Source: an optimization exercise on an open RTL-to-GDS flow (aim: a short achievable clock period and few clock cycles). Production flows keep margins and buffers that such runs may drop. Function was checked by simulation only, so behaviour that the tests miss may differ from the original. No activity file was given, so power comes from the tool's default toggle rates.

<file path="design.v">
module vx16_core (
    input  wire        clk,
    input  wire        rst,
    input  wire        cmd_valid,
    input  wire [1:0]  cmd_op,
    input  wire [15:0] cmd_pc,
    input  wire        cmd_debug,
    input  wire        cmd_limit_en,
    input  wire [31:0] cmd_limit,
    input  wire        cancel_req,
    output wire        ready,
    output reg         done,
    output reg  [3:0]  status,
    output reg  [31:0] steps,
    output reg  [15:0] fault_info,
    output reg  [2:0]  fault_sub,
    output reg         slot_valid,
    output reg         trace_valid,
    output reg  [15:0] trace_pc,
    output reg  [31:0] trace_ir,
    output reg  [2:0]  trace_flags,
    output wire        mem_re,
    output wire        mem_we,
    output wire [13:0] mem_addr,
    output wire [7:0]  mem_wdata,
    input  wire [7:0]  mem_rdata,
    input  wire [4:0]  dbg_sel,
    output reg  [15:0] dbg_data
);
    localparam [1:0] CMD_ALLOC = 2'd0, CMD_FREE = 2'd1, CMD_SETPC = 2'd2, CMD_EXEC = 2'd3;
    localparam [3:0] ST_HALTED   = 4'd0, ST_OOB       = 4'd1, ST_BADREG = 4'd2,
                     ST_BADOP    = 4'd3, ST_BADSLOT   = 4'd6, ST_LIMIT  = 4'd7,
                     ST_CANCEL   = 4'd8;
    localparam [7:0] OP_HALT = 8'h00, OP_NOP  = 8'h01,
                     OP_LDI  = 8'h10, OP_MOV  = 8'h11, OP_LDB  = 8'h12, OP_LDW  = 8'h13,
                     OP_STB  = 8'h14, OP_STW  = 8'h15,
                     OP_ADD  = 8'h20, OP_SUB  = 8'h21, OP_AND  = 8'h22, OP_OR   = 8'h23,
                     OP_XOR  = 8'h24, OP_SHL  = 8'h25, OP_SHR  = 8'h26,
                     OP_ADDI = 8'h28, OP_SUBI = 8'h29, OP_SHLI = 8'h2A, OP_SHRI = 8'h2B,
                     OP_CMP  = 8'h30, OP_CMPI = 8'h31,
                     OP_JMP  = 8'h40, OP_JZ   = 8'h41, OP_JNZ  = 8'h42, OP_JC   = 8'h43,
                     OP_JNC  = 8'h44, OP_JS   = 8'h45, OP_JNS  = 8'h46,
                     OP_PUSH = 8'h50, OP_POP  = 8'h51, OP_CALL = 8'h52, OP_RET  = 8'h53;
    reg [15:0] x [0:15];
    reg [15:0] pc;              
    reg [31:0] ir;              
    reg [15:0] ipc;             
    reg [2:0]  flags;           
    reg [31:0] ir_prev;         
    reg [15:0] ipc_prev;
    reg        run;
    reg        ex_v;            
    reg [1:0]  ms;              
    reg        debug_r;
    reg        limit_en_r;
    reg [31:0] rem;             
    reg        rem0;            
    reg        cancel_r;
    reg        fault_r;
    reg        flush_r;
    reg [3:0]  fst_r;
    reg [15:0] finfo_r;
    reg [2:0]  fsub_r;
    reg        sb_v;
    reg        sb_two;
    reg [13:0] sb_addr;
    reg [15:0] sb_data;
    reg [13:0] ea1_r;
    reg [7:0]  ld_lo;
    reg        lu_v;
    reg        lu_two;
    reg [1:0]  lu_st;           
    reg [3:0]  lu_rd;
    reg [13:0] lu_addr;
    reg [7:0]  lu_lo;
    reg        pf_on;
    reg        rd_pf;           
    reg [15:0] pf_wa;           
    reg [15:0] pf_ba;           
    reg [1:0]  pf_k;            
    reg [23:0] pf_buf;
    reg        fb_v;            
    reg [15:0] fb_a;
    reg [31:0] fb_d;
    reg [15:0] win_lo, win_hi;  
    reg [31:0]  c_data [0:127];
    reg [4:0]   c_tag  [0:127];
    reg [127:0] c_val;
    assign ready = ~run;
    wire [7:0]  op    = ir[7:0];
    wire [7:0]  fa    = ir[15:8];
    wire [7:0]  fb    = ir[23:16];
    wire [7:0]  fc    = ir[31:24];
    wire [15:0] imm16 = ir[31:16];
    reg op_ok, use_a, use_b, use_c;
    always @(*) begin
        op_ok = 1'b1; use_a = 1'b0; use_b = 1'b0; use_c = 1'b0;
        case (op)
            OP_HALT, OP_NOP, OP_RET: ;
            OP_JMP, OP_JZ, OP_JNZ, OP_JC, OP_JNC, OP_JS, OP_JNS, OP_CALL: ;
            OP_PUSH, OP_POP, OP_LDI, OP_ADDI, OP_SUBI, OP_CMPI: use_a = 1'b1;
            OP_MOV, OP_CMP, OP_SHLI, OP_SHRI,
            OP_LDB, OP_LDW, OP_STB, OP_STW: begin use_a = 1'b1; use_b = 1'b1; end
            OP_ADD, OP_SUB, OP_AND, OP_OR, OP_XOR, OP_SHL, OP_SHR:
                begin use_a = 1'b1; use_b = 1'b1; use_c = 1'b1; end
            default: op_ok = 1'b0;
        endcase
    end
    wire bad_a = use_a && (fa[7:4] != 4'd0);
    wire bad_b = use_b && (fb[7:4] != 4'd0);
    wire bad_c = use_c && (fc[7:4] != 4'd0);
    wire dec_fault = !op_ok || bad_a || bad_b || bad_c;
    wire [15:0] ra = x[fa[3:0]];
    wire [15:0] rb = x[fb[3:0]];
    wire [15:0] rc = x[fc[3:0]];
    wire [15:0] sp = x[15];
    wire is_r3   = (op >= OP_ADD) && (op <= OP_SHR);
    wire is_rs   = (op == OP_SHLI) || (op == OP_SHRI);
    wire is_imm  = (op == OP_ADDI) || (op == OP_SUBI) || (op == OP_CMPI);
    wire is_halt = (op == OP_HALT);
    wire is_ldb  = (op == OP_LDB);
    wire is_push = (op == OP_PUSH);
    wire is_pop  = (op == OP_POP);
    wire is_call = (op == OP_CALL);
    wire is_ret  = (op == OP_RET);
    wire is_luop = (op == OP_LDB) || (op == OP_LDW) || is_pop;
    wire is_store = (op == OP_STB) || (op == OP_STW) || is_push || is_call;
    wire is_byte  = (op == OP_LDB) || (op == OP_STB);
    wire is_mem   = is_luop || is_ret || is_store;
    wire [15:0] src1 = (is_r3 || is_rs) ? rb : ra;
    wire [15:0] src2 = is_r3  ? rc :
                       is_imm ? imm16 :
                       is_rs  ? {8'h00, fc} : rb;
    wire [16:0] add_w   = {1'b0, src1} + {1'b0, src2};
    wire [15:0] sub_r   = src1 - src2;
    wire        sub_c   = (src1 < src2);
    wire        sh_big  = (src2 >= 16'd16);
    wire [31:0] shl_w   = {16'h0000, src1} << src2[3:0];
    wire [15:0] shl_r   = sh_big ? 16'h0000 : shl_w[15:0];
    wire        shl_c   = sh_big ? (src1 != 16'h0000) : (shl_w[31:16] != 16'h0000);
    wire [15:0] shr_r   = sh_big ? 16'h0000 : (src1 >> src2[3:0]);
    reg [15:0] alu_r;
    reg        alu_c;
    always @(*) begin
        alu_r = 16'h0000; alu_c = 1'b0;
        case (op)
            OP_ADD, OP_ADDI:          begin alu_r = add_w[15:0]; alu_c = add_w[16]; end
            OP_SUB, OP_SUBI, OP_CMP,
            OP_CMPI:                  begin alu_r = sub_r; alu_c = sub_c; end
            OP_AND:                   alu_r = src1 & src2;
            OP_OR:                    alu_r = src1 | src2;
            OP_XOR:                   alu_r = src1 ^ src2;
            OP_SHL, OP_SHLI:          begin alu_r = shl_r; alu_c = shl_c; end
            OP_SHR, OP_SHRI:          alu_r = shr_r;
            default: ;
        endcase
    end
    wire [2:0] alu_flags  = {alu_r[15], alu_c, (alu_r == 16'h0000)};
    wire       sets_flags = is_r3 || is_rs || is_imm || (op == OP_CMP);
    wire       writes_alu = is_r3 || is_rs || (op == OP_ADDI) || (op == OP_SUBI);
    wire [2:0] new_flags  = sets_flags ? alu_flags : flags;
    wire [15:0] sp_dn = sp - 16'd2;
    wire [15:0] sp_up = sp + 16'd2;
    wire [15:0] ea    = (is_push || is_call) ? sp_dn :
                        (is_pop  || is_ret)  ? sp :
                        rb + {{8{fc[7]}}, fc};
    wire        ea_oob = (ea[15:14] != 2'd0) || (!is_byte && (ea[13:0] == 14'h3FFF));
    wire [15:0] st_data = is_call ? pc : ra;
    reg cond;
    always @(*) begin
        case (op)
            OP_JMP:  cond = 1'b1;
            OP_JZ:   cond =  flags[0];
            OP_JNZ:  cond = ~flags[0];
            OP_JC:   cond =  flags[1];
            OP_JNC:  cond = ~flags[1];
            OP_JS:   cond =  flags[2];
            OP_JNS:  cond = ~flags[2];
            default: cond = 1'b0;
        endcase
    end
    wire kill     = fault_r || flush_r;
    wire ex0      = ex_v && (ms == 2'd0) && !kill;
    wire mem_free = !sb_v && !lu_v;
    wire lu_dep   = lu_v && ((use_a && (fa[3:0] == lu_rd)) ||
                             (use_b && (fb[3:0] == lu_rd)) ||
                             (use_c && (fc[3:0] == lu_rd)));
    wire mem_go   = ex0 && is_mem && !dec_fault && mem_free;
    wire halt_go  = ex0 && is_halt && mem_free;
    wire st_go    = mem_go && is_store;
    wire lu_go    = mem_go && is_luop;
    wire ret_go   = mem_go && is_ret;
    wire ret_done = ex_v && is_ret && (ms == 2'd2);
    wire alu_go   = ex0 && !is_mem && !is_halt && !dec_fault && !lu_dep;
    wire leave    = alu_go || st_go || lu_go || ret_done;
    wire ea_ok    = !ea_oob;
    wire commit   = ((st_go || lu_go) && ea_ok) || alu_go || ret_done || halt_go;
    wire fault_now = (ex0 && dec_fault && mem_free) || (mem_go && ea_oob);
    wire flush_now = st_go && ea_ok && (ea <= win_hi) && ((ea + 16'd1) >= win_lo);
    wire [15:0] ret_val = {mem_rdata, ld_lo};
    wire        lu_wr   = lu_v && (lu_st == (lu_two ? 2'd2 : 2'd1));
    wire [15:0] lu_val  = lu_two ? {mem_rdata, lu_lo} : {8'h00, mem_rdata};
    wire        lu_port = lu_v && ((lu_st == 2'd0) || ((lu_st == 2'd1) && lu_two));
    wire        ret_port = ex_v && is_ret && !kill && (((ms == 2'd0) && mem_free) || (ms == 2'd1));
    wire        wr_en   = alu_go && (writes_alu || (op == OP_LDI) || (op == OP_MOV));
    wire [15:0] wr_data = (op == OP_LDI) ? imm16 :
                          (op == OP_MOV) ? rb : alu_r;
    wire        sp_en   = (((st_go && (is_push || is_call)) || (lu_go && is_pop)) && ea_ok) || ret_done;
    wire [15:0] sp_val  = (is_pop || is_ret) ? sp_up : sp_dn;
    wire        br_now = ex_v && (cond || is_call);
    wire [15:0] la     = br_now ? imm16 : pc;
    wire [6:0]  li_s   = {pc[8:7] ^ pc[10:9] ^ pc[12:11], pc[6:2]};
    wire [6:0]  li_t   = {imm16[8:7] ^ imm16[10:9] ^ imm16[12:11], imm16[6:2]};
    wire        oob_s  = (pc[15:14] != 2'd0) || ((pc[13:2] == 12'hFFF) && (pc[1:0] != 2'd0));
    wire        oob_t  = (imm16[15:14] != 2'd0) || ((imm16[13:2] == 12'hFFF) && (imm16[1:0] != 2'd0));
    wire        s_done = rd_pf && (pf_k == 2'd3);
    wire [31:0] s_word = {mem_rdata, pf_buf};
    wire        c_hit_s = c_val[li_s] && (c_tag[li_s] == pc[13:9]) && (pc[1:0] == 2'd0);
    wire        f_hit_s = fb_v && (fb_a == pc);
    wire        s_hit_s = s_done && (pf_wa == pc);
    wire        hit_s   = (c_hit_s || f_hit_s || s_hit_s) && !oob_s;
    wire [31:0] dat_s   = s_hit_s ? s_word : f_hit_s ? fb_d : c_data[li_s];
    wire        c_hit_t = c_val[li_t] && (c_tag[li_t] == imm16[13:9]) && (imm16[1:0] == 2'd0);
    wire        f_hit_t = fb_v && (fb_a == imm16);
    wire        s_hit_t = s_done && (pf_wa == imm16);
    wire        hit_t   = (c_hit_t || f_hit_t || s_hit_t) && !oob_t;
    wire [31:0] dat_t   = s_hit_t ? s_word : f_hit_t ? fb_d : c_data[li_t];
    wire        hit      = br_now ? hit_t : hit_s;
    wire [31:0] hit_data = br_now ? dat_t : dat_s;
    wire        la_oob   = br_now ? oob_t : oob_s;
    wire [15:0] la4      = br_now ? (imm16 + 16'd4) : (pc + 16'd4);
    wire stop     = cancel_r || (limit_en_r && rem0);
    wire ex_free  = !ex_v || (leave && !is_ret);
    wire enter    = run && !kill && ex_free && hit && !stop;
    wire restart  = run && !kill && ex_free && !hit && !stop && !la_oob && !(pf_on && (pf_wa == la));
    wire idle_end = run && !kill && !ex_v && mem_free && (stop || oob_s);
    wire [6:0]  wi     = {pf_wa[8:7] ^ pf_wa[10:9] ^ pf_wa[12:11], pf_wa[6:2]};
    wire        wa_ok  = (pf_wa[1:0] == 2'd0) && (pf_wa[15:14] == 2'd0);
    wire [15:0] ahead = pf_ba - pc;
    wire pf_issue  = run && pf_on && !sb_v && !lu_port && !ret_port && !(ex_v && is_store) &&
                     (ahead < 16'd12);
    assign mem_we    = sb_v;
    assign mem_re    = run && !sb_v;
    assign mem_wdata = sb_data[7:0];
    assign mem_addr  = sb_v ? sb_addr :
                       lu_port ? lu_addr :
                       ret_port ? ((ms == 2'd0) ? sp[13:0] : ea1_r) :
                       pf_ba[13:0];
    always @(*) begin
        case (dbg_sel)
            5'd16:   dbg_data = pc;
            5'd17:   dbg_data = {13'h0000, flags};
            5'd18:   dbg_data = ir[15:0];
            5'd19:   dbg_data = ir[31:16];
            default: dbg_data = dbg_sel[4] ? 16'h0000 : x[dbg_sel[3:0]];
        endcase
    end
    integer i;
    always @(posedge clk) begin
        ir_prev  <= ir;
        ipc_prev <= ipc;
        trace_pc <= ipc;
        trace_ir <= ir;
        trace_flags <= new_flags;
        if (rst) begin
            run         <= 1'b0;
            slot_valid  <= 1'b0;
            done        <= 1'b0;
            trace_valid <= 1'b0;
            sb_v        <= 1'b0;
            ex_v        <= 1'b0;
            pf_on       <= 1'b0;
            rd_pf       <= 1'b0;
            lu_v        <= 1'b0;
            fault_r     <= 1'b0;
            flush_r     <= 1'b0;
        end else begin
            done        <= 1'b0;
            trace_valid <= 1'b0;
            cancel_r    <= cancel_req;
            fault_r     <= 1'b0;
            flush_r     <= 1'b0;
            if (!run) begin
                if (cmd_valid) begin
                    case (cmd_op)
                        CMD_ALLOC: begin
                            slot_valid <= 1'b1;
                            pc         <= cmd_pc;
                            ir         <= 32'h0;
                            flags      <= 3'b000;
                            for (i = 0; i < 16; i = i + 1)
                                x[i] <= 16'h0000;
                        end
                        CMD_FREE:  slot_valid <= 1'b0;
                        CMD_SETPC: if (slot_valid) pc <= cmd_pc;
                        CMD_EXEC: begin
                            if (!slot_valid) begin
                                status <= ST_BADSLOT;
                                done   <= 1'b1;
                            end else begin
                                run        <= 1'b1;
                                debug_r    <= cmd_debug;
                                limit_en_r <= cmd_limit_en;
                                rem        <= cmd_limit;
                                rem0       <= (cmd_limit == 32'd0);
                                steps      <= 32'd0;
                                ex_v       <= 1'b0;
                                ms         <= 2'd0;
                                pf_on      <= 1'b1;
                                pf_wa      <= pc;
                                pf_ba      <= pc;
                                pf_k       <= 2'd0;
                                rd_pf      <= 1'b0;
                                fb_v       <= 1'b0;
                                c_val      <= 128'd0;
                                win_lo     <= 16'hFFFF;
                                win_hi     <= 16'h0000;
                            end
                        end
                    endcase
                end
            end else begin
                if (sb_v) begin
                    sb_v    <= sb_two;
                    sb_two  <= 1'b0;
                    sb_addr <= sb_addr + 14'd1;
                    sb_data <= {8'h00, sb_data[15:8]};
                end
                if (rd_pf) begin
                    case (pf_k)
                        2'd0: pf_buf[7:0]   <= mem_rdata;
                        2'd1: pf_buf[15:8]  <= mem_rdata;
                        2'd2: pf_buf[23:16] <= mem_rdata;
                        default: ;
                    endcase
                    pf_k <= pf_k + 2'd1;
                    if (pf_k == 2'd3) begin
                        fb_v  <= 1'b1;
                        fb_a  <= pf_wa;
                        fb_d  <= s_word;
                        if (wa_ok) begin
                            c_data[wi] <= s_word;
                            c_tag[wi]  <= pf_wa[13:9];
                            c_val[wi]  <= 1'b1;
                        end
                        pf_wa <= pf_wa + 16'd4;
                    end
                end
                rd_pf <= pf_issue;
                if (pf_issue) begin
                    pf_ba <= pf_ba + 16'd1;
                    if (pf_ba < win_lo) win_lo <= pf_ba;
                    if (pf_ba > win_hi) win_hi <= pf_ba;
                end
                if (restart) begin
                    pf_on <= 1'b1;
                    pf_wa <= la;
                    pf_ba <= la;
                    pf_k  <= 2'd0;
                    rd_pf <= 1'b0;
                end
                if (ret_go && ea_ok) begin
                    ms    <= 2'd1;
                    ea1_r <= sp[13:0] + 14'd1;
                end
                if (ex_v && is_ret && (ms == 2'd1)) begin
                    ld_lo <= mem_rdata;
                    ms    <= 2'd2;
                end
                if (lu_v) begin
                    lu_st   <= lu_st + 2'd1;
                    lu_lo   <= mem_rdata;
                    lu_addr <= lu_addr + 14'd1;
                    if (lu_wr) lu_v <= 1'b0;
                end
                if (lu_go) begin
                    lu_v    <= ea_ok;
                    lu_two  <= !is_ldb;
                    lu_st   <= 2'd0;
                    lu_rd   <= fa[3:0];
                    lu_addr <= ea[13:0];
                end
                if (st_go) begin
                    sb_v    <= ea_ok;
                    sb_two  <= !is_byte;
                    sb_addr <= ea[13:0];
                    sb_data <= st_data;
                end
                if (lu_wr) x[lu_rd] <= lu_val;
                if (sp_en) x[15] <= sp_val;
                if (wr_en) x[fa[3:0]] <= wr_data;
                if (alu_go) flags <= new_flags;
                if (commit) begin
                    if (steps != 32'hFFFF_FFFF)
                        steps <= steps + 32'd1;
                    trace_valid <= debug_r;
                end
                if (enter) begin
                    ex_v <= 1'b1;
                    ms   <= 2'd0;
                    ir   <= hit_data;
                    ipc  <= la;
                    pc   <= la4;
                    rem  <= rem - 32'd1;
                    rem0 <= (rem == 32'd1);
                end else if (leave) begin
                    ex_v <= 1'b0;
                    pc   <= is_ret ? ret_val : la;
                end
                fault_r <= fault_now;
                flush_r <= flush_now;
                if (!op_ok) begin
                    fst_r <= ST_BADOP; finfo_r <= {8'h00, op}; fsub_r <= 3'd0;
                end else if (bad_a) begin
                    fst_r <= ST_BADREG; finfo_r <= {8'h00, fa}; fsub_r <= 3'd1;
                end else if (bad_b) begin
                    fst_r <= ST_BADREG; finfo_r <= {8'h00, fb}; fsub_r <= 3'd2;
                end else if (bad_c) begin
                    fst_r <= ST_BADREG; finfo_r <= {8'h00, fc}; fsub_r <= 3'd3;
                end else begin
                    fst_r <= ST_OOB; finfo_r <= ea; fsub_r <= is_byte ? 3'd1 : 3'd2;
                end
                if (flush_r) begin
                    c_val  <= 128'd0;
                    fb_v   <= 1'b0;
                    pf_on  <= 1'b0;
                    rd_pf  <= 1'b0;
                    win_lo <= 16'hFFFF;
                    win_hi <= 16'h0000;
                    ex_v   <= 1'b0;
                    ir     <= ir_prev;
                    if (ex_v) begin
                        pc   <= ipc;
                        rem  <= rem + 32'd1;
                        rem0 <= 1'b0;
                    end
                end
                if (fault_r) begin
                    status     <= fst_r;
                    fault_info <= finfo_r;
                    fault_sub  <= fsub_r;
                    done       <= 1'b1;
                    run        <= 1'b0;
                    ex_v       <= 1'b0;
                    ir         <= ir_prev;
                    pc         <= ipc_prev;
                end else if (halt_go) begin
                    status <= ST_HALTED;
                    done   <= 1'b1;
                    run    <= 1'b0;
                    ex_v   <= 1'b0;
                end else if (idle_end) begin
                    if (cancel_r)
                        status <= ST_CANCEL;
                    else if (limit_en_r && rem0)
                        status <= ST_LIMIT;
                    else begin
                        status     <= ST_OOB;
                        fault_info <= pc;
                        fault_sub  <= 3'd4;
                    end
                    done <= 1'b1;
                    run  <= 1'b0;
                end
            end
        end
    end
endmodule
</file>
<file path="run.sh">
#!/bin/bash
# synth_recipe.tcl (not shown) runs the flow's synth.tcl, then flattens the netlist and writes it again
# the make line also repeats each setting of config.mk as NAME=value (left out here)
make -C /OpenROAD-flow-scripts/flow DESIGN_CONFIG=/design/flow/config.mk WORK_HOME=/design/flow/orfs CLKGATE_MAP_FILE= SYNTH_SCRIPT=/design/flow/synth_recipe.tcl finish
</file>
<file path="config.mk">
export PLATFORM = sky130hd
export DESIGN_NAME = vx16_core
export DESIGN_NICKNAME = vx16_core
export VERILOG_FILES = /design/flow/design.v
export SDC_FILE = /design/flow/constraint.sdc
export NUM_CORES = 4
export LEC_CHECK = 0
export ABC_CLOCK_PERIOD_IN_PS = 4000
export CAP_MARGIN = 20
export CORE_MARGIN = 2
export CORE_UTILIZATION = 40
export SETUP_SLACK_MARGIN = 4
export SLEW_MARGIN = 20
</file>
<file path="constraint.sdc">
create_clock -name core_clock -period 10.0 [get_ports {clk}]
set_input_delay 2.0000 -clock core_clock [delete_from_list [all_inputs] [get_ports {clk}]]
set_output_delay 2.0000 -clock core_clock [all_outputs]
set_load 0.01 [all_outputs]
</file>
==> flow_metrics.py, run 1 <==
metrics = {
    "pwr": {
        "p_switching_mw": 11.9,
        "switching_share_pct": 23.2,
        "peakVddDrop_v": 0.000198,
        "p_seq_share_pct": 49.7,
        "p_int_mw": 39.5,
        "power_leakage_nw": 101,
        "p_comb_share_pct": 6.3,
        "p_per_area_nw_per_um2": 161,
        "p_clk_share_pct": 43.9,
    },
    "sta": {
        "tns_ns": 0,
        "setup_viol": 0,
        "fmax_mhz": 160,
        "whs_ns": 0.365,
        "finalHoldViolCount": 0,
        "fin_crit_ns": 6.24,
        "slew_headroom_pct": 12.7,
        "worst_pin_slew_ns": 1.31,
        "slew_violations": 0,
        "fin_crit_sh_pct": 62.4,
        "skew_ns": 0.0723,
        "rsz0062_at_grt": "true",
    },
    "floorplanning": {
        "pin_count": 219,
        "dieArea_um2": 703000,
        "chipWidth_um": 838,
        "start_util_pct": 40.1,
        "rows": 306,
        "die_h_um": 838,
        "fp.coreArea_um2": 694000,
    },
    "yosys": {
        "synth-async-reset-ratio_pct": 0,
        "synth_top_area_share_pct": 59.5,
        "synth-seq-cells": 5599,
        "synth-edff-count": 5521,
        "ys.flop_type": "edfxtp_1",
        "yosys_warnings": 1,
        "synthCells": 15249,
        "synth_area_per_cell_um2": 18.3,
        "syn-num-nets": 15485,
        "yosysTopAreaCell": "edfxtp_1",
        "yosysSeqAreaShare_pct": 60.1,
        "synth.cell_area_um2": 278000,
        "synthDistinctLibCells": 94,
        "synthTopCellsByArea": "edfxtp_1 60%, mux4_2 26%, mux2i_1 1.4%",
    },
    "clocking": {
        "cts.path.max_buffers": 4,
        "cts_tree": "built",
        "cts_buffers": 609,
        "cts_sinks": 5599,
        "clk_root_buffer_cell": "clkbuf_16",
        "hold_buffers": 0,
        "clock_latency_ns": 1.14,
        "clk_pin_slew_ns": 0.06,
        "h-tree-depth": 6,
    },
    "setup_path": {
        "cpMaxStageDelayCell": "clkdlybuf4s50_1",
        "worstPathArrival_ns": 4.24,
        "critical_path.max_stage_delay_ns": 0.61,
        "critPathMaxFanout": 10,
        "crit_required_ns": 8.00,
        "crit_path_end_kind": "primary output",
        "reg2reg_to": "pf_k[0]",
        "reg2regPathDepth": 15,
        "crit_path_frequent_cell": "clkdlybuf4s50_1",
        "cp-start-kind": "input port",
        "r2r_start": "ir[28]",
        "timing.reg2reg.setup_slack_ns": 3.90,
        "critPathLaunch": "dbg_sel[3]",
        "crit_type": "input port to primary output",
        "cp_cell_sequence": "clkdlybuf4s50_1 > buf_6 > mux4_2 > clkinvlp_4 > o22ai_4 > clkdlybuf4s50_1",
    },
    "flow_run": {
        "max_cap_violations": 0,
    },
    "global_routing": {
        "grt_pass1_vias": 170007,
        "grt_max_degree": 129,
        "grt_use_met1_pct": 39.4,
        "grt_use_met3_pct": 9.05,
        "grt.total_usage_pct": 29.8,
        "antenna_found_initial": 92,
        "busiest_layer": "met2",
        "overflow": 0,
        "grt_pass1_wl_um": 1450000,
        "use_met2_pct": 44.0,
    },
    "drt": {
        "vias": 177066,
        "routedWlPerCell_um": 42.2,
        "drtAntennaViolNets": 0,
        "first_pass_iters": 8,
        "drc": 0,
        "drt_iter0_markers": 30805,
        "routed_wl_um": 1080000,
        "via_per_inst": 6.92,
    },
    "placed_design": {
        "placed_cell_area_um2": 294000,
        "dpl.hpwl_um": 658000,
        "globalplace.congestion": 0.965,
        "post-place-cells": 24183,
        "portBuffers": 218,
    },
    "min_path": {
        "hold_depth": 0,
        "min_path_type": "register to register",
        "min-delay-start": "ipc[15]",
        "min_to": "ipc_prev[15]",
    },
    "layout": {
        "fin_nets": 16001,
        "area_growth_pct": 14.4,
        "layout.cells.non_filler": 25574,
        "n_fill_cell": 58534,
        "drive_above_1_share_pct": 34.3,
        "stdcell_area_um2": 318000,
    },
    "outcome": {
        "outcome": "timing/DRC/antenna clean",
    },
}
## state kept, by name (all words and copies together), names as in the netlist, 24 cells and up, named ones only
| signal | count |
|---|---|
| c_tag | 640 |
| c_data | 4096 |
| steps | 32 |
| rem | 32 |
| fb_d | 32 |
| ir_prev | 32 |
| pf_buf | 24 |
| c_val | 128 |
| ir | 32 |
| x | 256 |
## worst max-delay path, delay by kind of cell
family,cells,cell delay [ns]
buf+inv,4,1.64
compound gates,1,0.33
mux,1,0.25
## metrics by stage
stage          worst slack [ns]  utilization (%)  power [mW]
3_3_place_gp               2.10             42.3        29.0
2_1_floorplan              3.99                -        27.8
3_5_place_dp               2.13             42.3        29.0
6_report                   3.76             45.9        51.4
4_1_cts                    3.72             45.6        51.3
5_1_grt                    3.78             45.9        52.5
## layout make-up
type	instances	area (um2)	share of cell area [%]
Antenna cell	68	170	0.0534
Clock buffer	746	16000	5.03
Clock inverter	366	3490	1.10
Inverter	199	822	0.258
Multi-Input combinational cell	8228	107000	33.6
Sequential cell	5599	167000	52.6
Tap cell	9240	11600	3.63
Timing Repair Buffer	1127	12000	3.76
Timing Repair inverter	1	5.00	0.00157
## synthesized netlist by cell type (all sizes together) (62+ instances only)
| cell | number |
|---|---|
| nand2 | 639 |
| o21ai | 412 |
| edfxtp | 5521 |
| xor2 | 141 |
| clkbuf | 571 |
| dfxtp | 78 |
| nor2 | 781 |
| nor4 | 70 |
| mux2 | 84 |
| o22ai | 348 |
| xnor2 | 166 |
| inv | 195 |
| mux2i | 396 |
| a211oi | 62 |
| mux4 | 3251 |
| ha | 164 |
| nor3 | 129 |
| buf | 658 |
| a22oi | 67 |
| nand3 | 157 |
| a21oi | 452 |
| and3 | 73 |
## power by group through the flow
| stage | registers, mW | logic (mW) | clock network, mW |
|---|---|---|---|
| floorplan | 26.0 | 1.77 | 0 |
| global placement | 26.1 | 2.89 | 0 |
| detailed placement | 26.1 | 2.89 | 0 |
| CTS | 25.6 | 3.03 | 22.7 |
| global route | 25.6 | 3.32 | 23.6 |
| finish | 25.6 | 3.25 | 22.6 |
## cells by family (layout without fill, tap and decap cells)
family          after synthesis  count (layout)  synth area share, %
mux                        3731            3731                 28.1
flops                      5599            5599                 60.1
buf+inv                    1428            2439                 2.39
other cells                   0              68                    0
fa+ha+maj                   167             167                0.758
simple gates               2212            2215                 3.63
xor+xnor                    314             315                 1.02
compound gates             1798            1800                 4.05
## placed cells by master, fill, tap and decap left out, types with 50 or more instances in the layout
master / count
edfxtp_1: 5521
mux4_2: 3251
buf_4: 671
clkbuf_16: 638
nor2_1: 631
nand2_1: 624
a21oi_1: 418
mux2i_1: 380
o21ai_0: 363
o22ai_1: 334
clkdlybuf4s50_1: 179
inv_1: 173
xnor2_1: 163
ha_1: 158
nand3_1: 149
xor2_1: 141
clkinv_1: 140
nor2_4: 135
nor3_1: 123
clkbuf_1: 120
clkinv_2: 104
mux2_2: 83
buf_12: 80
buf_6: 73
and3_1: 72
diode_2: 68
a22oi_1: 67
dfxtp_1: 67
nand4_1: 60
nor4_1: 57
and2_1: 52
a31oi_1: 50
## worst max-delay path by stage
stage	depth (start not counted)	end	slack, ns
6_report	6	dbg_data[13]	3.76
3_3_place_gp	20	x[5][14]	2.10
4_1_cts	6	dbg_data[13]	3.72
5_1_grt	6	dbg_data[13]	3.78
2_1_floorplan	19	steps[0]	3.99
3_5_place_dp	20	x[6][14]	2.13
## timing repair
item                                    4_1_cts  5_1_grt
pin swaps                                    41       42
cloned                                       26       21
setup buffers                                94       65
resized for setup                           326      216
endpoints found under the setup margin      660      648
## routing by layer
metal  part of all wire (%)  vias to the layer above  wire [um]
met2                     44                    14257     475000
met1                     35                    93940     383000
li1                       -                    66034          -
met3                     14                     2805     147000
met5                  0.019                        -        205
met4                    6.9                       30      75000
Testbench counts, summed over its fixed seeds: cycles 118,426.
==> inputs of run 2 (changes only) <==
--- a/design.v
+++ b/design.v
@@ -18,7 +18,7 @@
     output reg         trace_valid,
     output reg  [15:0] trace_pc,
     output reg  [31:0] trace_ir,
-    output reg  [2:0]  trace_flags,
+    output wire [2:0]  trace_flags,
     output wire        mem_re,
     output wire        mem_we,
     output wire [13:0] mem_addr,
@@ -45,7 +45,12 @@
     reg [15:0] pc;              
     reg [31:0] ir;              
     reg [15:0] ipc;             
-    reg [2:0]  flags;           
+    reg [1:0]  fl_sc;           
+    reg [15:0] zres;            
+    wire [2:0] flags = {fl_sc, (zres == 16'h0000)};
+    reg [1:0]  tr_sc;
+    reg [15:0] tr_zres;
+    assign trace_flags = {tr_sc, (tr_zres == 16'h0000)};
     reg [31:0] ir_prev;         
     reg [15:0] ipc_prev;
     reg        run;
@@ -57,6 +62,7 @@
     reg        rem0;            
     reg        cancel_r;
     reg        fault_r;
+    reg        fault_w;         
     reg        flush_r;
     reg [3:0]  fst_r;
     reg [15:0] finfo_r;
@@ -68,10 +74,15 @@
     reg [13:0] ea1_r;
     reg [7:0]  ld_lo;
     reg        lu_v;
-    reg        lu_two;
-    reg [1:0]  lu_st;           
+    reg        lu_two;          
+    reg        lu_word;         
+    reg        lu_hold;         
     reg [3:0]  lu_rd;
     reg [13:0] lu_addr;
+    reg        rt_v;
+    reg        rt_last;
+    reg        rt_word;
+    reg [3:0]  rt_rd;
     reg [7:0]  lu_lo;
     reg        pf_on;
     reg        rd_pf;           
@@ -155,10 +166,8 @@
             default: ;
         endcase
     end
-    wire [2:0] alu_flags  = {alu_r[15], alu_c, (alu_r == 16'h0000)};
     wire       sets_flags = is_r3 || is_rs || is_imm || (op == OP_CMP);
     wire       writes_alu = is_r3 || is_rs || (op == OP_ADDI) || (op == OP_SUBI);
-    wire [2:0] new_flags  = sets_flags ? alu_flags : flags;
     wire [15:0] sp_dn = sp - 16'd2;
     wire [15:0] sp_up = sp + 16'd2;
     wire [15:0] ea    = (is_push || is_call) ? sp_dn :
@@ -179,17 +188,24 @@
             default: cond = 1'b0;
         endcase
     end
-    wire kill     = fault_r || flush_r;
+    wire kill     = fault_r || fault_w || flush_r;
     wire ex0      = ex_v && (ms == 2'd0) && !kill;
-    wire mem_free = !sb_v && !lu_v;
-    wire lu_dep   = lu_v && ((use_a && (fa[3:0] == lu_rd)) ||
-                             (use_b && (fb[3:0] == lu_rd)) ||
-                             (use_c && (fc[3:0] == lu_rd)));
-    wire mem_go   = ex0 && is_mem && !dec_fault && mem_free;
+    wire mem_free = !sb_v && !lu_v && !rt_v;
+    wire lu_dep   = (lu_v && ((use_a && (fa[3:0] == lu_rd)) ||
+                              (use_b && (fb[3:0] == lu_rd)) ||
+                              (use_c && (fc[3:0] == lu_rd)) ||
+                              ((lu_rd == 4'd15) && (is_push || is_call || is_pop)))) ||
+                    (rt_v && ((use_a && (fa[3:0] == rt_rd)) ||
+                              (use_b && (fb[3:0] == rt_rd)) ||
+                              (use_c && (fc[3:0] == rt_rd)) ||
+                              ((rt_rd == 4'd15) && (is_push || is_call || is_pop))));
     wire halt_go  = ex0 && is_halt && mem_free;
-    wire st_go    = mem_go && is_store;
-    wire lu_go    = mem_go && is_luop;
-    wire ret_go   = mem_go && is_ret;
+    wire st_go    = ex0 && is_store && !dec_fault && !sb_v && !lu_dep;
+    wire lu_port;
+    wire lu_free  = !lu_v || (!lu_two && lu_port);
+    wire lu_go    = ex0 && is_luop && !dec_fault && lu_free && !lu_dep;
+    wire ret_go   = ex0 && is_ret && mem_free;
+    wire mem_go   = st_go || lu_go || ret_go;
     wire ret_done = ex_v && is_ret && (ms == 2'd2);
     wire alu_go   = ex0 && !is_mem && !is_halt && !dec_fault && !lu_dep;
     wire leave    = alu_go || st_go || lu_go || ret_done;
@@ -198,9 +214,10 @@
     wire fault_now = (ex0 && dec_fault && mem_free) || (mem_go && ea_oob);
     wire flush_now = st_go && ea_ok && (ea <= win_hi) && ((ea + 16'd1) >= win_lo);
     wire [15:0] ret_val = {mem_rdata, ld_lo};
-    wire        lu_wr   = lu_v && (lu_st == (lu_two ? 2'd2 : 2'd1));
-    wire [15:0] lu_val  = lu_two ? {mem_rdata, lu_lo} : {8'h00, mem_rdata};
-    wire        lu_port = lu_v && ((lu_st == 2'd0) || ((lu_st == 2'd1) && lu_two));
+    wire        lu_wr   = rt_v && rt_last;
+    wire [15:0] lu_val  = rt_word ? {mem_rdata, lu_lo} : {8'h00, mem_rdata};
+    assign      lu_port = lu_v && !(lu_hold && sb_v);
+    wire        sb_wr   = sb_v && !lu_port;
     wire        ret_port = ex_v && is_ret && !kill && (((ms == 2'd0) && mem_free) || (ms == 2'd1));
     wire        wr_en   = alu_go && (writes_alu || (op == OP_LDI) || (op == OP_MOV));
     wire [15:0] wr_data = (op == OP_LDI) ? imm16 :
@@ -209,8 +226,8 @@
     wire [15:0] sp_val  = (is_pop || is_ret) ? sp_up : sp_dn;
     wire        br_now = ex_v && (cond || is_call);
     wire [15:0] la     = br_now ? imm16 : pc;
-    wire [6:0]  li_s   = {pc[8:7] ^ pc[10:9] ^ pc[12:11], pc[6:2]};
-    wire [6:0]  li_t   = {imm16[8:7] ^ imm16[10:9] ^ imm16[12:11], imm16[6:2]};
+    wire [6:0]  li_s   = {pc[8:7] ^ pc[11:10], pc[6:2]};
+    wire [6:0]  li_t   = {imm16[8:7] ^ imm16[11:10], imm16[6:2]};
     wire        oob_s  = (pc[15:14] != 2'd0) || ((pc[13:2] == 12'hFFF) && (pc[1:0] != 2'd0));
     wire        oob_t  = (imm16[15:14] != 2'd0) || ((imm16[13:2] == 12'hFFF) && (imm16[1:0] != 2'd0));
     wire        s_done = rd_pf && (pf_k == 2'd3);
@@ -234,16 +251,16 @@
     wire enter    = run && !kill && ex_free && hit && !stop;
     wire restart  = run && !kill && ex_free && !hit && !stop && !la_oob && !(pf_on && (pf_wa == la));
     wire idle_end = run && !kill && !ex_v && mem_free && (stop || oob_s);
-    wire [6:0]  wi     = {pf_wa[8:7] ^ pf_wa[10:9] ^ pf_wa[12:11], pf_wa[6:2]};
+    wire [6:0]  wi     = {pf_wa[8:7] ^ pf_wa[11:10], pf_wa[6:2]};
     wire        wa_ok  = (pf_wa[1:0] == 2'd0) && (pf_wa[15:14] == 2'd0);
     wire [15:0] ahead = pf_ba - pc;
     wire pf_issue  = run && pf_on && !sb_v && !lu_port && !ret_port && !(ex_v && is_store) &&
                      (ahead < 16'd12);
-    assign mem_we    = sb_v;
-    assign mem_re    = run && !sb_v;
+    assign mem_we    = sb_wr;
+    assign mem_re    = run && !sb_wr;
     assign mem_wdata = sb_data[7:0];
-    assign mem_addr  = sb_v ? sb_addr :
-                       lu_port ? lu_addr :
+    assign mem_addr  = lu_port ? lu_addr :
+                       sb_v ? sb_addr :
                        ret_port ? ((ms == 2'd0) ? sp[13:0] : ea1_r) :
                        pf_ba[13:0];
     always @(*) begin
@@ -261,7 +278,8 @@
         ipc_prev <= ipc;
         trace_pc <= ipc;
         trace_ir <= ir;
-        trace_flags <= new_flags;
+        tr_sc       <= sets_flags ? {alu_r[15], alu_c} : fl_sc;
+        tr_zres     <= sets_flags ? alu_r : zres;
         if (rst) begin
             run         <= 1'b0;
             slot_valid  <= 1'b0;
@@ -272,7 +290,9 @@
             pf_on       <= 1'b0;
             rd_pf       <= 1'b0;
             lu_v        <= 1'b0;
+            rt_v        <= 1'b0;
             fault_r     <= 1'b0;
+            fault_w     <= 1'b0;
             flush_r     <= 1'b0;
         end else begin
             done        <= 1'b0;
@@ -287,7 +307,8 @@
                             slot_valid <= 1'b1;
                             pc         <= cmd_pc;
                             ir         <= 32'h0;
-                            flags      <= 3'b000;
+                            fl_sc      <= 2'b00;
+                            zres       <= 16'h0001;
                             for (i = 0; i < 16; i = i + 1)
                                 x[i] <= 16'h0000;
                         end
@@ -320,7 +341,7 @@
                     endcase
                 end
             end else begin
-                if (sb_v) begin
+                if (sb_wr) begin
                     sb_v    <= sb_two;
                     sb_two  <= 1'b0;
                     sb_addr <= sb_addr + 14'd1;
@@ -367,16 +388,22 @@
                     ld_lo <= mem_rdata;
                     ms    <= 2'd2;
                 end
-                if (lu_v) begin
-                    lu_st   <= lu_st + 2'd1;
-                    lu_lo   <= mem_rdata;
+                lu_lo   <= mem_rdata;
+                rt_v    <= lu_port;
+                rt_last <= !lu_two;
+                rt_word <= lu_word;
+                rt_rd   <= lu_rd;
+                if (lu_port) begin
+                    lu_hold <= 1'b0;
+                    lu_two  <= 1'b0;
                     lu_addr <= lu_addr + 14'd1;
-                    if (lu_wr) lu_v <= 1'b0;
+                    if (!lu_two) lu_v <= 1'b0;
                 end
                 if (lu_go) begin
                     lu_v    <= ea_ok;
                     lu_two  <= !is_ldb;
-                    lu_st   <= 2'd0;
+                    lu_word <= !is_ldb;
+                    lu_hold <= sb_v;
                     lu_rd   <= fa[3:0];
                     lu_addr <= ea[13:0];
                 end
@@ -386,10 +413,13 @@
                     sb_addr <= ea[13:0];
                     sb_data <= st_data;
                 end
-                if (lu_wr) x[lu_rd] <= lu_val;
+                if (lu_wr) x[rt_rd] <= lu_val;
                 if (sp_en) x[15] <= sp_val;
                 if (wr_en) x[fa[3:0]] <= wr_data;
-                if (alu_go) flags <= new_flags;
+                if (alu_go && sets_flags) begin
+                    fl_sc <= {alu_r[15], alu_c};
+                    zres  <= alu_r;
+                end
                 if (commit) begin
                     if (steps != 32'hFFFF_FFFF)
                         steps <= steps + 32'd1;
@@ -409,6 +439,7 @@
                 end
                 fault_r <= fault_now;
                 flush_r <= flush_now;
+                if (!kill) begin
                 if (!op_ok) begin
                     fst_r <= ST_BADOP; finfo_r <= {8'h00, op}; fsub_r <= 3'd0;
                 end else if (bad_a) begin
@@ -420,6 +451,7 @@
                 end else begin
                     fst_r <= ST_OOB; finfo_r <= ea; fsub_r <= is_byte ? 3'd1 : 3'd2;
                 end
+                end
                 if (flush_r) begin
                     c_val  <= 128'd0;
                     fb_v   <= 1'b0;
@@ -436,14 +468,19 @@
                     end
                 end
                 if (fault_r) begin
+                    ex_v <= 1'b0;
+                    ir   <= ir_prev;
+                    pc   <= ipc_prev;
+                end
+                if ((fault_r || fault_w) && !mem_free)
+                    fault_w <= 1'b1;
+                if ((fault_r || fault_w) && mem_free) begin
                     status     <= fst_r;
                     fault_info <= finfo_r;
                     fault_sub  <= fsub_r;
                     done       <= 1'b1;
                     run        <= 1'b0;
-                    ex_v       <= 1'b0;
-                    ir         <= ir_prev;
-                    pc         <= ipc_prev;
+                    fault_w    <= 1'b0;
                 end else if (halt_go) begin
                     status <= ST_HALTED;
                     done   <= 1'b1;
==> run 2 against run 1 <==
Critical path depth increased by 23. Wire length down 2.4%. Sequential power about the same. Still clean.
==> flow_metrics.py, run 2 <==
metrics = {
    "pwr": {
        "power_leakage_nw": 99.7,
        "peakVddDrop_v": 0.000192,
        "p_per_area_nw_per_um2": 159,
        "power.total_mw": 50.9,
    },
    "sta": {
        "tns_ns": 0,
        "fin_crit_sh_pct": 62.4,
        "rsz0062_at_grt": "true",
        "fmax_mhz": 160,
        "slew_violations": 0,
        "worst_pin_slew_ns": 1.28,
        "skew_ns": 0.0911,
        "slew_headroom_pct": 14.3,
        "setup_viol": 0,
        "finalHoldViolCount": 0,
        "whs_ns": 0.338,
        "fin_crit_ns": 6.24,
    },
    "global_routing": {
        "antenna_found_initial": 64,
        "grt_max_degree": 130,
        "overflow": 0,
        "grt.total_usage_pct": 29.1,
        "grt_pass1_vias": 168922,
        "grt_pass1_wl_um": 1420000,
    },
    "min_path": {
        "min-delay-start": "ipc[1]",
        "min_path_type": "register to register",
    },
    "yosys": {
        "synth-seq-cells": 5635,
        "synth_top_area_share_pct": 59.4,
        "syn-num-nets": 15629,
        "synthDistinctLibCells": 104,
        "yosysTopAreaCell": "edfxtp_1",
        "synth.cell_area_um2": 280000,
        "synth-async-reset-ratio_pct": 0,
        "ys_top_cells_by_count": "5541 x edfxtp_1, 3311 x mux4_2, 762 x nor2_1, 687 x clkbuf_1, 626 x nand2_1",
        "yosysSeqAreaShare_pct": 60.1,
        "synth_area_per_cell_um2": 18.2,
        "synth-edff-count": 5541,
        "ys.flop_type": "edfxtp_1",
        "yosysMostFrequentCell": "edfxtp_1",
        "yosys_warnings": 1,
        "synthCells": 15396,
        "synthTopCellsByArea": "edfxtp_1 59%, mux4_2 27%, mux2i_1 1.1%",
    },
    "clocking": {
        "clock_latency_ns": 1.14,
        "cts_tree": "built",
        "cts_buffers": 617,
        "cts_sinks": 5635,
        "clk_root_buffer_cell": "clkbuf_16",
        "clk_pin_slew_ns": 0.06,
        "cts.path.max_buffers": 4,
        "h-tree-depth": 6,
    },
    "drt": {
        "via_per_inst": 6.84,
        "drt_iter0_markers": 30702,
        "drc": 0,
        "routedWlPerCell_um": 41.1,
        "routed_wl_um": 1050000,
        "vias": 175667,
        "first_pass_iters": 9,
        "drtAntennaViolNets": 0,
    },
    "placed_design": {
        "dpl.hpwl_um": 636000,
        "portBuffers": 218,
        "placed_cell_area_um2": 295000,
        "globalplace.congestion": 0.958,
    },
    "layout": {
        "fin_nets": 16091,
        "area_growth_pct": 14.4,
        "n_fill_cell": 58547,
        "top_regs": "c_data: 4096 flops, c_tag: 640 flops, x: 256 flops",
        "final_cell_mix": "5541 x edfxtp_1, 3311 x mux4_2, 689 x buf_4",
        "largest_reg_flops": 4096,
        "drive_above_1_share_pct": 34.9,
        "regMostFlops": "c_data",
        "final_common_cell": "edfxtp_1",
        "stdcell_area_um2": 320000,
    },
    "floorplanning": {
        "rows": 307,
        "die_h_um": 841,
        "fp.coreArea_um2": 698000,
        "pin_count": 219,
        "start_util_pct": 40.1,
        "chipWidth_um": 841,
        "dieArea_um2": 706000,
    },
    "outcome": {
        "outcome": "timing/DRC/antenna clean",
    },
    "setup_path": {
        "critical_path.max_stage_delay_ns": 0.61,
        "cpMaxStageDelayCell": "mux4_2",
        "timing.reg2reg.setup_slack_ns": 3.76,
        "cp-start-kind": "register",
        "crit_path_frequent_cell": "buf_12",
        "crit_path_end_kind": "register",
        "crit_type": "register to register",
        "critPathMaxFanout": 8,
        "worstPathArrival_ns": 7.04,
        "crit_required_ns": 10.80,
    },
    "flow_run": {
        "max_cap_violations": 0,
    },
}
run 2: power breakdown:
| group | internal (mW) | leakage [nW] | switching, mW | total [mW] |
|---|---|---|---|---|
| combinational | 0.834 | 39.1 | 1.29 | 2.13 |
| sequential | 25.7 | 50.8 | 0.0469 | 25.7 |
| clock | 13.1 | 9.79 | 9.96 | 23.1 |
run 2: layout make-up:
| cell class | instances | area (um2) | share of cell area [%] |
|---|---|---|---|
| Multi-Input combinational cell | 8300 | 108000 | 33.7 |
| Clock buffer | 765 | 16300 | 5.09 |
| Timing Repair Buffer | 1102 | 11400 | 3.56 |
| Clock inverter | 361 | 3780 | 1.18 |
| Tap cell | 9270 | 11600 | 3.62 |
| Timing Repair inverter | 1 | 5.00 | 0.00156 |
| Inverter | 201 | 801 | 0.250 |
| Sequential cell | 5635 | 168000 | 52.6 |
| Antenna cell | 40 | 100 | 0.0313 |
run 2: what timing repair did:
item | CTS | global route
hold buffers | 0 | 0
setup endpoints to repair | 814 | 784
resized for setup | 305 | 221
gates cloned | 22 | 18
setup buffers | 129 | 56
pin swaps | 66 | 105
run 2: kinds of logic (layout without fill, tap and decap cells):
family / after synthesis / in the layout / share of synthesized area, %
multiplexers: 3687 / 3687 / 28.0
flip-flops: 5635 / 5635 / 60.1
AO/OA/AOI/OAI: 1728 / 1730 / 3.81
other: 0 / 40 / 0
XOR/XNOR: 298 / 298 / 0.932
AND/OR/NAND/NOR: 2417 / 2421 / 3.97
buffers and inverters: 1467 / 2430 / 2.41
adder cells (fa/ha/maj): 164 / 164 / 0.741
run 2: per-stage QoR:
stage | instances | worst slack, ns | util [%]
2_1_floorplan | 15396 | 3.58 | -
3_3_place_gp | 24280 | 1.93 | 42.3
3_5_place_dp | 24284 | 2.05 | 42.3
4_1_cts | 25561 | 3.87 | 45.6
5_1_grt | 25636 | 3.71 | 45.9
6_report | 25675 | 3.76 | 45.9
run 2: layer usage:
layer,GRT usage (%),wire length (um),share of wire [%],vias to the layer above
li1,-,-,-,66256
met1,38.9,377000,36,93121
met2,43.5,468000,44,13582
met3,8.52,143000,14,2680
met4,14.6,65700,6.2,28
met5,0,182,0.017,-
run 2: worst max-delay path, delay by kind of cell (launching register included):
family          cells  cell delay [ns]
mux                 3             1.28
buf+inv            14             1.83
flops               1             0.37
fa+ha+maj           1             0.31
compound gates     10             1.94
simple gates        1             0.14
run 2: path summary, 6_finish.rpt:
kind | depth (start not counted) | endpoint
worst max-delay path | 29 | x[15][13]
worst min-delay path | 0 | ipc_prev[1]
worst max register to register | 29 | x[15][13]
worst min register to register | 0 | ipc_prev[1]
Testbench counts of run 2, summed over its fixed seeds: cycles 109,363.
==> inputs of run 3 (changes only) <==
--- a/design.v
+++ b/design.v
@@ -73,6 +73,7 @@
     reg [15:0] sb_data;
     reg [13:0] ea1_r;
     reg [7:0]  ld_lo;
+    reg [15:0] ras;             
     reg        lu_v;
     reg        lu_two;          
     reg        lu_word;         
@@ -121,9 +122,11 @@
     wire bad_b = use_b && (fb[7:4] != 4'd0);
     wire bad_c = use_c && (fc[7:4] != 4'd0);
     wire dec_fault = !op_ok || bad_a || bad_b || bad_c;
-    wire [15:0] ra = x[fa[3:0]];
-    wire [15:0] rb = x[fb[3:0]];
-    wire [15:0] rc = x[fc[3:0]];
+    wire        fwd = rt_v && rt_last;
+    wire [15:0] lu_val  = rt_word ? {mem_rdata, lu_lo} : {8'h00, mem_rdata};
+    wire [15:0] ra = (fwd && (fa[3:0] == rt_rd)) ? lu_val : x[fa[3:0]];
+    wire [15:0] rb = (fwd && (fb[3:0] == rt_rd)) ? lu_val : x[fb[3:0]];
+    wire [15:0] rc = (fwd && (fc[3:0] == rt_rd)) ? lu_val : x[fc[3:0]];
     wire [15:0] sp = x[15];
     wire is_r3   = (op >= OP_ADD) && (op <= OP_SHR);
     wire is_rs   = (op == OP_SHLI) || (op == OP_SHRI);
@@ -195,10 +198,10 @@
                               (use_b && (fb[3:0] == lu_rd)) ||
                               (use_c && (fc[3:0] == lu_rd)) ||
                               ((lu_rd == 4'd15) && (is_push || is_call || is_pop)))) ||
-                    (rt_v && ((use_a && (fa[3:0] == rt_rd)) ||
-                              (use_b && (fb[3:0] == rt_rd)) ||
-                              (use_c && (fc[3:0] == rt_rd)) ||
-                              ((rt_rd == 4'd15) && (is_push || is_call || is_pop))));
+                    (rt_v && !rt_last && ((use_a && (fa[3:0] == rt_rd)) ||
+                                          (use_b && (fb[3:0] == rt_rd)) ||
+                                          (use_c && (fc[3:0] == rt_rd)))) ||
+                    (rt_v && (rt_rd == 4'd15) && (is_push || is_call || is_pop));
     wire halt_go  = ex0 && is_halt && mem_free;
     wire st_go    = ex0 && is_store && !dec_fault && !sb_v && !lu_dep;
     wire lu_port;
@@ -214,8 +217,8 @@
     wire fault_now = (ex0 && dec_fault && mem_free) || (mem_go && ea_oob);
     wire flush_now = st_go && ea_ok && (ea <= win_hi) && ((ea + 16'd1) >= win_lo);
     wire [15:0] ret_val = {mem_rdata, ld_lo};
+    wire        ret_hit = (ret_val == pc);
     wire        lu_wr   = rt_v && rt_last;
-    wire [15:0] lu_val  = rt_word ? {mem_rdata, lu_lo} : {8'h00, mem_rdata};
     assign      lu_port = lu_v && !(lu_hold && sb_v);
     wire        sb_wr   = sb_v && !lu_port;
     wire        ret_port = ex_v && is_ret && !kill && (((ms == 2'd0) && mem_free) || (ms == 2'd1));
@@ -247,7 +250,7 @@
     wire        la_oob   = br_now ? oob_t : oob_s;
     wire [15:0] la4      = br_now ? (imm16 + 16'd4) : (pc + 16'd4);
     wire stop     = cancel_r || (limit_en_r && rem0);
-    wire ex_free  = !ex_v || (leave && !is_ret);
+    wire ex_free  = !ex_v || (leave && (!is_ret || ret_hit));
     wire enter    = run && !kill && ex_free && hit && !stop;
     wire restart  = run && !kill && ex_free && !hit && !stop && !la_oob && !(pf_on && (pf_wa == la));
     wire idle_end = run && !kill && !ex_v && mem_free && (stop || oob_s);
@@ -309,6 +312,7 @@
                             ir         <= 32'h0;
                             fl_sc      <= 2'b00;
                             zres       <= 16'h0001;
+                            ras        <= 16'h0000;
                             for (i = 0; i < 16; i = i + 1)
                                 x[i] <= 16'h0000;
                         end
@@ -380,7 +384,10 @@
                     pf_k  <= 2'd0;
                     rd_pf <= 1'b0;
                 end
+                if (st_go && is_call && ea_ok)
+                    ras <= pc;
                 if (ret_go && ea_ok) begin
+                    pc    <= ras;
                     ms    <= 2'd1;
                     ea1_r <= sp[13:0] + 14'd1;
                 end
--- a/config.mk
+++ b/config.mk
@@ -8,6 +8,6 @@
 export ABC_CLOCK_PERIOD_IN_PS = 4000
 export CAP_MARGIN = 20
 export CORE_MARGIN = 2
-export CORE_UTILIZATION = 40
+export CORE_UTILIZATION = 55
 export SETUP_SLACK_MARGIN = 4
 export SLEW_MARGIN = 20
==> run 3 against run 2 <==
Still clean on timing, DRC and antenna. Clock power barely moved. First-iteration DRC count fell by 1.2%. Critical path depth fell by 13. Critical path type unchanged. Fmax rose by 1.7%. Synthesized cell count rose by 0.25%. Utilization rose by 17 points. Via count rose by 1.9%. Global-route usage rose by 12 points.
==> flow_metrics.py, run 3 <==
metrics = {
    "outcome": {
        "outcome": "timing/DRC/antenna clean",
    },
    "yosys": {
        "yosysTopAreaCell": "edfxtp_1",
        "ys.flop_type": "edfxtp_1",
        "synth.cell_area_um2": 281000,
        "yosys_warnings": 1,
        "synth-async-reset-ratio_pct": 0,
        "ys_top_cells_by_count": "5557 x edfxtp_1, 3320 x mux4_2, 899 x nor2_1, 683 x clkbuf_1, 594 x o21ai_0",
        "synth_area_per_cell_um2": 18.2,
        "synthCells": 15435,
        "synth-seq-cells": 5651,
        "synthDistinctLibCells": 118,
        "synth_top_area_share_pct": 59.3,
        "synth-edff-count": 5557,
        "syn-num-nets": 15669,
        "yosysSeqAreaShare_pct": 60.0,
        "yosysMostFrequentCell": "edfxtp_1",
        "synthTopCellsByArea": "edfxtp_1 59%, mux4_2 27%, nor2_1 1.2%",
    },
    "setup_path": {
        "path_depth": 16,
        "crit_required_ns": 10.84,
        "crit_path_end_kind": "register",
        "crit_type": "register to register",
        "r2r_start": "ir[21]",
        "cp_cell_sequence": "buf_12 > nor2_4 > buf_4 > a22o_1 > o221ai_2 > a222oi_1 > xor2_1 > nor4b_2 > a21boi_1 > nor3_4 > buf_12 > and2_4 > nand2_2 > o31ai_2 > xor2_1 > mux2_2",
        "reg2regPathDepth": 16,
        "critical_path.max_stage_delay_ns": 1.11,
        "cp_top_family": "compound AO/OA/AOI/OAI gates",
        "critPathMaxFanout": 46,
        "timing.reg2reg.setup_slack_ns": 3.87,
        "cpMaxStageDelayCell": "a222oi_1",
        "timing.critical_path.to": "rem[22]",
        "reg2reg_to": "rem[22]",
        "cp-start-kind": "register",
        "worstPathArrival_ns": 6.98,
        "critPathLaunch": "ir[21]",
        "cp_num_buf_inv": 3,
    },
    "drt": {
        "routedWlPerCell_um": 46.3,
        "drt_iter0_markers": 30348,
        "first_pass_iters": 8,
        "vias": 179068,
        "drc": 0,
        "drtAntennaViolNets": 0,
        "via_per_inst": 7.67,
        "routed_wl_um": 1080000,
    },
    "floorplanning": {
        "start_util_pct": 55.2,
        "fp.coreArea_um2": 509000,
        "die_h_um": 719,
        "chipWidth_um": 719,
        "rows": 262,
        "pin_count": 219,
        "dieArea_um2": 517000,
    },
    "placed_design": {
        "post-place-cells": 21769,
        "placed_cell_area_um2": 294000,
        "post-place-ws_ns": 1.76,
        "portBuffers": 218,
        "dpl.hpwl_um": 667000,
        "globalplace.congestion": 0.962,
    },
    "global_routing": {
        "grt_max_degree": 130,
        "grt_use_met1_pct": 54.8,
        "grt_use_met3_pct": 11.6,
        "grt.total_usage_pct": 41.3,
        "antenna_found_initial": 102,
        "overflow": 0,
        "busiest_layer": "met2",
        "grt_pass1_wl_um": 1460000,
        "grt_pass1_vias": 174646,
        "use_met2_pct": 60.5,
    },
    "sta": {
        "tns_ns": 0,
        "setup_viol": 0,
        "slew_violations": 0,
        "slew_headroom_pct": 18.7,
        "worst_pin_slew_ns": 1.22,
        "fin_crit_ns": 6.13,
        "layout_setup_ws_ns": 3.87,
        "fin_crit_sh_pct": 61.3,
        "fmax_mhz": 163,
        "rsz0062_at_grt": "true",
        "skew_ns": 0.0612,
        "finalHoldViolCount": 0,
    },
    "clocking": {
        "cts_sinks": 5651,
        "clock_latency_ns": 1.10,
        "cts_tree": "built",
        "cts_buffers": 613,
        "clk_pin_slew_ns": 0.06,
        "clk_root_buffer_cell": "clkbuf_16",
        "h-tree-depth": 6,
        "cts.path.max_buffers": 4,
        "hold_buffers": 0,
    },
    "layout": {
        "layout.cells.non_filler": 23346,
        "stdcell_area_um2": 321000,
        "final_cell_mix": "5557 x edfxtp_1, 3325 x mux4_2, 745 x nor2_1",
        "fin_nets": 16208,
        "n_fill_cell": 35571,
        "top_regs": "c_data: 4096 flops, c_tag: 640 flops, x: 256 flops",
        "drive_above_1_share_pct": 35.4,
        "regMostFlops": "c_data",
        "final_common_cell": "edfxtp_1",
        "area_growth_pct": 13.9,
        "largest_reg_flops": 4096,
    },
    "pwr": {
        "peakVddDrop_v": 0.000219,
        "power_leakage_nw": 103,
        "p_per_area_nw_per_um2": 163,
    },
    "flow_run": {
        "max_cap_violations": 0,
    },
    "min_path": {
        "hold_depth": 0,
        "min_path_type": "register to register",
        "min-delay-start": "ipc[13]",
    },
}
## run 3: power by group
group / leakage [nW] / total [mW] / switching, mW / internal, mW
registers: 50.7 / 25.8 / 0.0612 / 25.7
logic: 43.0 / 3.40 / 2.05 / 1.35
clock network: 9.73 / 22.9 / 9.98 / 12.9
## run 3: final cells by class
cell class,count,area (um2),share of cell area [%]
repair inverters,1,5.00,0.00156
clock inverters,392,3980,1.24
repair buffers,1188,13000,4.07
well taps,6732,8420,2.63
diodes,134,335,0.105
flip-flops and latches,5651,169000,52.6
multi-input cells,8320,109000,34.1
clock buffers,729,15900,4.97
inverters,199,832,0.260
## run 3: worst min path at each step
stage	to	slack, ns
6_report	ipc_prev[13]	0.37
5_1_grt	ipc_prev[14]	0.38
4_1_cts	ipc_prev[12]	0.37
3_5_place_dp	ipc_prev[14]	0.36
3_3_place_gp	ipc_prev[8]	0.35
2_1_floorplan	ir_prev[18]	0.34
## run 3: cell families after synthesis
| kind of cell | synth area share (%) |
|---|---|
| DFF | 60.0 |
| muxes | 28.3 |
| and+or+nand+nor | 3.80 |
| AOI/OAI and AO/OA | 3.86 |
| buffers and inverters | 2.35 |
| xor gates and xnor gates | 1.01 |
| adders and majority gates | 0.742 |
## run 3: metrics by stage
step / power (mW) / util [%] / hold slack (ns)
floorplan: 28.1 / - / 0.343
CTS: 51.9 / 62.4 / 0.370
global route: 53.2 / 62.9 / 0.375
finish: 52.1 / 62.9 / 0.373
detailed placement: 29.3 / 57.7 / 0.357
global placement: 29.3 / 57.7 / 0.352
## run 3: metal layers
metal  vias to the layer above  wire, um
li1                      66691         -
met1                     94532    368000
met2                     14800    481000
met3                      3003    144000
met4                        42     87500
met5                         -       330
## run 3: timing repair
item	CTS	global route
pin swaps	51	61
hold endpoints to repair	0	0
setup endpoints to repair	1742	2322
gates cloned	28	16
gates resized for setup	361	232
setup buffers	171	105
Testbench counts of run 3, summed over its fixed seeds: cycles 105,774.

[what the ideal ports hide]
Ports are ideal in the flow. The routed layouts listed here were re-timed in OpenROAD. Step 1, drivers: a clkbuf_16 drives clk and a buf_2 each remaining input, both assumed. Step 2, shift: input delay + t, output delay - t, t = (earliest + latest rising clock arrival at the registers) / 2. This alone moves slack from input paths to output paths. Three values: ideal, step 1, step 2; two values: the first two.
run	t, ns	setup WS [ns]	clock arrival spread, ns	worst slew at a driven data input, ns
run 1	1.253	3.762 / 3.554 / 2.801	0.092 / 0.092	0.27
run 2	1.224	3.764 / 3.726 / 2.750	0.097 / 0.097	0.29
run 3	1.202	3.866 / 3.762 / 2.611	0.090 / 0.090	0.48
After both steps every run listed still meets setup and hold. The setup slack of run 3, which loses most, moves by -0.104 ns with the drivers and by -1.255 ns with both steps.
